This is an optimization exercise on Yosys and OpenROAD, whose aim is a short achievable clock period and few clock cycles, not a production implementation.
Only simulation tests tie the RTL to the original design; equivalence was not proved.
Power figures rest on the tool's default switching activity, not on a simulated workload.

==> inputs of run a <==
==> flow/design.v (excerpt) <==
module gcif_br #(
    parameter [31:0] HEAD_MAGIC = 32'h11223344,
    parameter [31:0] HEAD_SEED  = 32'h00000001,
    parameter [31:0] DATA_SEED  = 32'h00000002
) (
    input  wire        clk,
    input  wire        rst,
    input  wire        cmd_valid,
    output wire        cmd_ready,
    input  wire [39:0] cmd_data,
    output reg         rsp_valid,
    output reg  [39:0] rsp_data,
    output reg         mem_req,
    output wire [29:0] mem_addr,
    input  wire        mem_ready,
    input  wire [31:0] mem_rdata,
    output wire [31:0] tbl_id,
    output wire [15:0] tbl_code,
    input  wire [15:0] tbl_sym,
    input  wire [4:0]  tbl_len
);
    localparam [7:0] OP_INIT       = 8'h01;
    localparam [7:0] OP_PEEK       = 8'h02;
    localparam [7:0] OP_EAT        = 8'h03;
    localparam [7:0] OP_NEXTSYM    = 8'h04;
    localparam [7:0] OP_BODY_FINAL = 8'h05;
    localparam [7:0] OP_GET_WIDTH  = 8'h10;
    localparam [7:0] OP_GET_HEIGHT = 8'h11;
    localparam [7:0] OP_GET_EOF    = 8'h12;
    localparam [7:0] OP_GET_DHASH  = 8'h13;
    localparam [7:0] OP_GET_HHASH  = 8'h14;
    localparam [7:0] OP_GET_WCOUNT = 8'h15;
    localparam [7:0] OP_GET_MODE   = 8'h16;
    localparam [7:0] OP_GET_ERROR  = 8'h17;
    localparam [1:0] MODE_UNINIT = 2'd0;
    localparam [1:0] MODE_READY  = 2'd1;
    localparam [1:0] MODE_FAILED = 2'd2;
    localparam [7:0] ERR_BAD_HEADER = 8'd2;
    localparam integer WFMAX = 6;    
    localparam integer KFD   = 8;    
    localparam integer F_INIT = 0, F_PEEK = 1, F_EAT = 2, F_NSYM = 3, F_BF = 4,
  ...
export LEC_CHECK = 0
export CAP_MARGIN = 80
export CORE_MARGIN = 2
export CORE_UTILIZATION = 40
export SLEW_MARGIN = 80
create_clock -name core_clock -period 20.0 [get_ports {clk}]
standard.sh (not shown) runs the stock make flow with config.mk's settings and CLKGATE_MAP_FILE= SYNTH_SCRIPT=/design/flow/synth_recipe.tcl, a recipe that flattens the netlist after the stock synthesis.
==> flow/flow/run.sh <==
#!/bin/bash
set -euo pipefail

PLATFORM_DONT_USE="sky130_fd_sc_hd__probe_p_8 sky130_fd_sc_hd__probec_p_8 sky130_fd_sc_hd__lpflow_bleeder_1 sky130_fd_sc_hd__lpflow_clkbufkapwr_1 sky130_fd_sc_hd__lpflow_clkbufkapwr_16 sky130_fd_sc_hd__lpflow_clkbufkapwr_2 sky130_fd_sc_hd__lpflow_clkbufkapwr_4 sky130_fd_sc_hd__lpflow_clkbufkapwr_8 sky130_fd_sc_hd__lpflow_clkinvkapwr_1 sky130_fd_sc_hd__lpflow_clkinvkapwr_16 sky130_fd_sc_hd__lpflow_clkinvkapwr_2 sky130_fd_sc_hd__lpflow_clkinvkapwr_4 sky130_fd_sc_hd__lpflow_clkinvkapwr_8 sky130_fd_sc_hd__lpflow_decapkapwr_12 sky130_fd_sc_hd__lpflow_decapkapwr_3 sky130_fd_sc_hd__lpflow_decapkapwr_4 sky130_fd_sc_hd__lpflow_decapkapwr_6 sky130_fd_sc_hd__lpflow_decapkapwr_8 sky130_fd_sc_hd__lpflow_inputiso0n_1 sky130_fd_sc_hd__lpflow_inputiso0p_1 sky130_fd_sc_hd__lpflow_inputiso1n_1 sky130_fd_sc_hd__lpflow_inputiso1p_1 sky130_fd_sc_hd__lpflow_inputisolatch_1 sky130_fd_sc_hd__lpflow_isobufsrc_1 sky130_fd_sc_hd__lpflow_isobufsrc_16 sky130_fd_sc_hd__lpflow_isobufsrc_2 sky130_fd_sc_hd__lpflow_isobufsrc_4 sky130_fd_sc_hd__lpflow_isobufsrc_8 sky130_fd_sc_hd__lpflow_isobufsrckapwr_16 sky130_fd_sc_hd__lpflow_lsbuf_lh_hl_isowell_tap_1 sky130_fd_sc_hd__lpflow_lsbuf_lh_hl_isowell_tap_2 sky130_fd_sc_hd__lpflow_lsbuf_lh_hl_isowell_tap_4 sky130_fd_sc_hd__lpflow_lsbuf_lh_isowell_4 sky130_fd_sc_hd__lpflow_lsbuf_lh_isowell_tap_1 sky130_fd_sc_hd__lpflow_lsbuf_lh_isowell_tap_2 sky130_fd_sc_hd__lpflow_lsbuf_lh_isowell_tap_4"
DELAY_CELLS="sky130_fd_sc_hd__clkdlybuf4s15_1 sky130_fd_sc_hd__clkdlybuf4s15_2 sky130_fd_sc_hd__clkdlybuf4s18_1 sky130_fd_sc_hd__clkdlybuf4s18_2 sky130_fd_sc_hd__clkdlybuf4s25_1 sky130_fd_sc_hd__clkdlybuf4s25_2 sky130_fd_sc_hd__clkdlybuf4s50_1 sky130_fd_sc_hd__clkdlybuf4s50_2 sky130_fd_sc_hd__dlygate4sd1_1 sky130_fd_sc_hd__dlygate4sd2_1 sky130_fd_sc_hd__dlygate4sd3_1 sky130_fd_sc_hd__dlymetal6s2s_1 sky130_fd_sc_hd__dlymetal6s4s_1 sky130_fd_sc_hd__dlymetal6s6s_1"

bash standard.sh synth > synth.log 2>&1
bash standard.sh \
  DONT_USE_CELLS="$PLATFORM_DONT_USE $DELAY_CELLS" \
  BUFFER_PORTS_ARGS="-buffer_cell sky130_fd_sc_hd__buf_4" \
  finish > layout.log 2>&1
==> run b: changes against run a <==
--- a/flow/design.v
+++ b/flow/design.v
@@ -1670,30 +1670,30 @@
     reg        e_v, s_v;
     reg [39:0] e_cmd, s_cmd;
     reg [6:0]  e_fl, s_fl;
     reg        e_rs;          
     reg        cmd_ready_r;
     reg [31:0] tid;           
     reg [1:0]  mode;
     reg [7:0]  last_err;
-    reg [5:0]  bl;            
+    reg [5:0]  blq;           
     reg [5:0]  ll;            
     reg [29:0] words_left;
     reg [29:0] word_count;
     reg        eof;
     reg [31:0] bh;            
     reg [15:0] width;
     reg [15:0] height;
     reg [31:0] data_hash;
     reg [31:0] head_hash;
     reg [63:0] sbq;           
-    reg [4:0]  cq;            
+    reg [4:0]  lenq;          
     reg [15:0] tc;            
-    reg [6:0]  sv;            
+    reg [6:0]  svq;           
     reg [29:0] app_rem;       
     reg        all_app;       
     reg [31:0] wf [0:7];
     reg [2:0]  wf_wp, wf_rp;
     reg [3:0]  wf_cnt;
     reg        fetch_en;
     reg [29:0] fetch_addr;
     reg [29:0] tw_r;          
@@ -1719,17 +1719,21 @@
     reg [29:0] init_wc;
     reg [31:0] r1_a, r1_b, r2;
     reg        r1_v, r2_v;
     reg        lhs_v;         
     reg        i_done, i_ok;
     reg [31:0] fx, f1_a, f1_b, f1, f2_a, f2_b;
     reg        fx_v, f1_v, fr_v, f2_v;
     reg        bst;           
-    wire [63:0] sb    = sbq << cq;
+    wire [63:0] sb    = sbq << lenq;
+    wire [7:0]  sv_d  = {1'b0, svq} - {3'b0, lenq};
+    wire [6:0]  sv    = sv_d[7] ? 7'd0 : sv_d[6:0];
+    wire [6:0]  bl_d  = {1'b0, blq} - {2'b0, lenq};
+    wire [5:0]  bl    = bl_d[6] ? 6'd0 : bl_d[5:0];
     wire [7:0]  op  = e_cmd[39:32];
     wire [31:0] arg = e_cmd[31:0];
     wire [4:0]  n   = e_cmd[4:0];
     wire is_init = e_fl[F_INIT];
     wire is_peek = e_fl[F_PEEK];
     wire is_eat  = e_fl[F_EAT];
     wire is_nsym = e_fl[F_NSYM];
     wire is_bf   = e_fl[F_BF];
@@ -1764,27 +1768,22 @@
     wire       strm_go = e_v & is_strm & ~strm_wait;
     wire       nsym_go = strm_go & is_nsym;
     wire [5:0] eat_amt = ({1'b0, n} < bl) ? {1'b0, n} : bl;
     wire [4:0] eat_c   = (strm_go & is_eat) ? eat_amt[4:0] : 5'd0;
     wire        app     = (sv <= 7'd32) & (wf_cnt != 4'd0);
     wire [31:0] wf_hd   = wf[wf_rp];
     wire [63:0] sb_a    = app ? (sb | ({wf_hd, 32'd0} >> sv)) : sb;
     wire [6:0]  sv_a    = app ? sv + 7'd32 : sv;
-    wire [4:0]  cons    = nsym_go ? tbl_len : eat_c;
-    wire [7:0]  sv_dn   = {1'b0, sv_a} - {3'b0, tbl_len};
+    wire [63:0] sb_eat  = sb_a << eat_c;
     wire [7:0]  sv_de   = {1'b0, sv_a} - {3'b0, eat_c};
-    wire [6:0]  sv_n    = nsym_go ? (sv_dn[7] ? 7'd0 : sv_dn[6:0])
-                                  : (sv_de[7] ? 7'd0 : sv_de[6:0]);
-    wire [6:0]  bl_dn   = {1'b0, bl1} - {2'b0, tbl_len};
-    wire [5:0]  bl_nsym = bl_dn[6] ? 6'd0 : bl_dn[5:0];
-    wire [31:0] sb_tn   = sb_a[63:32] << tbl_len;
-    wire [31:0] sb_te   = sb_a[63:32] << eat_c;
-    wire [15:0] tc_n    = nsym_go ? sb_tn[31:16] : sb_te[31:16];
-    wire [15:0] peek_data = tc >> (5'd16 - n);           
+    wire [6:0]  sv_eat  = sv_de[7] ? 7'd0 : sv_de[6:0];
+    wire [31:0] sb_nt   = sb_a[63:32] << tbl_len;
+    wire [15:0] tc_n    = nsym_go ? sb_nt[31:16] : sb_eat[63:48];
+    wire [15:0] peek_data = sb[63:48] >> (5'd16 - n);
     wire [31:0] ma_a_n, ma_b_n, ka_a_n, ka_b_n;
     gcif_csm_c1 u_m1 (.x(c_w), .a(ma_a_n), .b(ma_b_n));
     gcif_csm_c2 u_m2 (.x({m1[16:0], m1[31:17]}), .a(ka_a_n), .b(ka_b_n));
     wire [31:0] hh_y;
     gcif_mixh u_hmix (.h((k_t[1:0] == 2'd0) ? HEAD_SEED : hh), .k(kk), .y(hh_y));
     wire        hh_step = k_v & k_t[2] & (k_t[1:0] != 2'd3);
     wire        hh_last = hh_step & (k_t[1:0] == 2'd2);
     wire        kx_use  = kx_v & (pend != 6'd0);
@@ -1840,16 +1839,18 @@
             else
                 mem_req <= req_n & ~hs_init;
         end
     end
     always @(posedge clk) begin
         if (e_take) begin
             e_cmd <= s_v ? s_cmd : cmd_data;
             e_fl  <= s_v ? s_fl  : dec_in;
+            if (s_v ? s_fl[F_NSYM] : dec_in[F_NSYM])
+                tid <= s_v ? s_cmd[31:0] : cmd_data[31:0];
         end
         if (~e_take & ~s_v) begin
             s_cmd <= cmd_data;
             s_fl  <= dec_in;
         end
         if (fire) begin
             if (is_init)
                 rsp_data <= (~ist | ~i_ok) ? {ERR_BAD_HEADER, 32'd0} : 40'd0;
@@ -1913,32 +1914,31 @@
         end
         if (init_start) init_wc <= arg[31:2] - 30'd4;
     end
     always @(posedge clk) begin
         if (rst_r) begin
             e_v         <= 1'b0;
             s_v         <= 1'b0;
             e_rs        <= 1'b0;
-            tid         <= 32'd0;
             mode        <= MODE_UNINIT;
             last_err    <= 8'd0;
-            bl          <= 6'd0;
+            blq         <= 6'd0;
             ll          <= 6'd0;
             words_left  <= 30'd0;
             word_count  <= 30'd0;
             eof         <= 1'b0;
             bh          <= 32'd0;
             width       <= 16'd0;
             height      <= 16'd0;
             data_hash   <= 32'd0;
             head_hash   <= 32'd0;
             sbq         <= 64'd0;
-            cq          <= 5'd0;
-            sv          <= 7'd0;
+            lenq        <= 5'd0;
+            svq         <= 7'd0;
             app_rem     <= 30'd0;
             all_app     <= 1'b1;
             wf_wp       <= 3'd0;
             wf_rp       <= 3'd0;
             wf_cnt      <= 4'd0;
             fetch_en    <= 1'b0;
             fetch_addr  <= 30'd0;
             tw_r        <= 30'd0;
@@ -1967,30 +1967,30 @@
             f1_v        <= 1'b0;
             fr_v        <= 1'b0;
             f2_v        <= 1'b0;
             bst         <= 1'b0;
         end else begin
             e_v  <= e_v_n;
             s_v  <= s_v_n;
             e_rs <= e_rs_n;
-            if (e_take) tid <= s_v ? s_cmd[31:0] : cmd_data[31:0];
+            blq <= bl;
             if (strm_go) begin
                 if (is_eat) begin
-                    bl <= bl - eat_amt;
+                    blq <= bl - eat_amt;
                 end else begin
-                    bl <= is_nsym ? bl_nsym : bl1;
-                    ll <= ll1;
+                    blq <= bl1;
+                    ll  <= ll1;
                     if (eof1) eof <= 1'b1;
                 end
             end
             if (pull) words_left <= words_left - 30'd1;
-            sbq <= sb_a;
-            cq  <= cons;
-            sv  <= sv_n;
+            sbq  <= nsym_go ? sb_a : sb_eat;
+            svq  <= nsym_go ? sv_a : sv_eat;
+            lenq <= nsym_go ? tbl_len : 5'd0;
             if (app) begin
                 wf_rp   <= wf_rp + 3'd1;
                 app_rem <= app_rem - 30'd1;
                 all_app <= (app_rem == 30'd1);
             end
             if (acc_body) wf_wp <= wf_wp + 3'd1;
             wf_cnt <= wfc_0 + {3'd0, acc_body};
             kcred  <= kcr_0 + {4'd0, acc_body};
@@ -2033,17 +2033,17 @@
             if (bf_launch) bst <= 1'b1;
             if (fire & is_bf) begin
                 bst  <= 1'b0;
                 f2_v <= 1'b0;
             end
             if (init_start) begin
                 mode       <= MODE_UNINIT;
                 last_err   <= 8'd0;
-                bl         <= 6'd0;
+                blq        <= 6'd0;
                 ll         <= 6'd0;
                 words_left <= 30'd0;
                 word_count <= 30'd0;
                 eof        <= 1'b0;
                 bh         <= 32'd0;
                 width      <= 16'd0;
                 height     <= 16'd0;
                 data_hash  <= 32'd0;
@@ -2084,18 +2084,18 @@
                 fetch_addr <= 30'd0;
                 tw_r       <= arg[31:2];
                 hdr_cnt    <= 3'd0;
                 hdr_done   <= 1'b0;
                 fetch_en   <= rs_go;
             end
             if (rs_d) begin
                 sbq    <= 64'd0;
-                cq     <= 5'd0;
-                sv     <= 7'd0;
+                lenq   <= 5'd0;
+                svq    <= 7'd0;
                 wf_wp  <= 3'd0;
                 wf_rp  <= 3'd0;
                 wf_cnt <= 4'd0;
                 kcred  <= 5'd0;
                 ma_v   <= 1'b0;
                 m1_v   <= 1'b0;
                 ka_v   <= 1'b0;
                 k_v    <= 1'b0;
==> flow/run.sh (new file) <==
#!/bin/bash
# synth_recipe.tcl (not shown) runs the flow's synth.tcl, then flattens the netlist and writes it again
# the make line also repeats each setting of config.mk as NAME=value (left out here)
make -C /OpenROAD-flow-scripts/flow DESIGN_CONFIG=/design/flow/config.mk WORK_HOME=/design/flow/orfs CLKGATE_MAP_FILE= SYNTH_SCRIPT=/design/flow/synth_recipe.tcl finish
Settings changed: CAP_MARGIN 80 to 20, SLEW_MARGIN 80 to 20.
removed: flow/flow/run.sh
removed: flow/standard.sh
==> run summary <==
|  | run b | run a |
|---|---|---|
| Via density per instance | 5.64 | 5.49 |
| Area share of xor/xnor cells in the synthesized design | 5.48% | 5.47% |
| Worst Hold Launch | ma_a[3] | ma_a[2] |
| Count of placed standard cells including taps | 12,900 | 13,600 |
| Grt met1 use | 36.0% | 33.4% |
| R2r startpoint | lenq[1] | k_t[1] |
| Wire length on met3 | 30,300 um | 22,800 um |
| Detailed-routing iteration count for the pre-antenna-repair pass | 7 | 9 |
| Net count reported at finish | 10,800 | 11,600 |
| Synth Cell Area | 107,000 um2 | 106,000 um2 |
| Wire length of the first global-routing pass | 515,000 um | 510,000 um |
| Sequential cell fraction of total power | 29.1% | 28.0% |
| Area growth from synthesis to layout | 12.6% | 24.4% |
| Outcome | no timing/DRC/antenna violations | no timing/DRC/antenna violations |
| Worst Setup Start Kind | register | input port |
| Met3 Use GR | 6.01% | 3.72% |
| Simple-gate portion of the synthesized area | 9.05% | 8.83% |
| Starting DRC count in detailed routing | 7,639 | 7,012 |
Testbench counts of run a, summed over its fixed seeds: cycles 14,355.
Testbench counts of run b, summed over its fixed seeds: cycles 14,355.

static timing again, ports no longer ideal:
How much do the figures lean on ideal ports? The routed layouts below were timed once more, with nothing changed but the port constraints. Step 1 sets driving cells, clkbuf_16 on the clock port and buf_2 on the other inputs (assumed; they add their load-dependent delay and slew). Step 2 also shifts input and output timing later by t, the mid clock arrival at the registers, as if the neighbouring blocks saw the same clock. a / b / c = ideal ports / drivers / drivers and shift; a / b = the first two.
| run | t, ns | setup slack, ns | hold WS [ns] | latest minus earliest clock arrival (ns) | pins driven straight from the clock port |
|---|---|---|---|---|---|
| run a | 0.958 | 14.201 / 14.238 / 13.281 | 0.326 / 0.326 / 0.326 | 0.121 / 0.121 | 1 |
| run b | 0.939 | 12.307 / 12.307 / 12.307 | 0.325 / 0.325 / 0.325 | 0.094 / 0.094 | 1 |
After both steps setup and hold are still met in every run listed. The setup slack of run a, which loses most, moves by +0.037 ns with the drivers and by -0.920 ns with both steps.
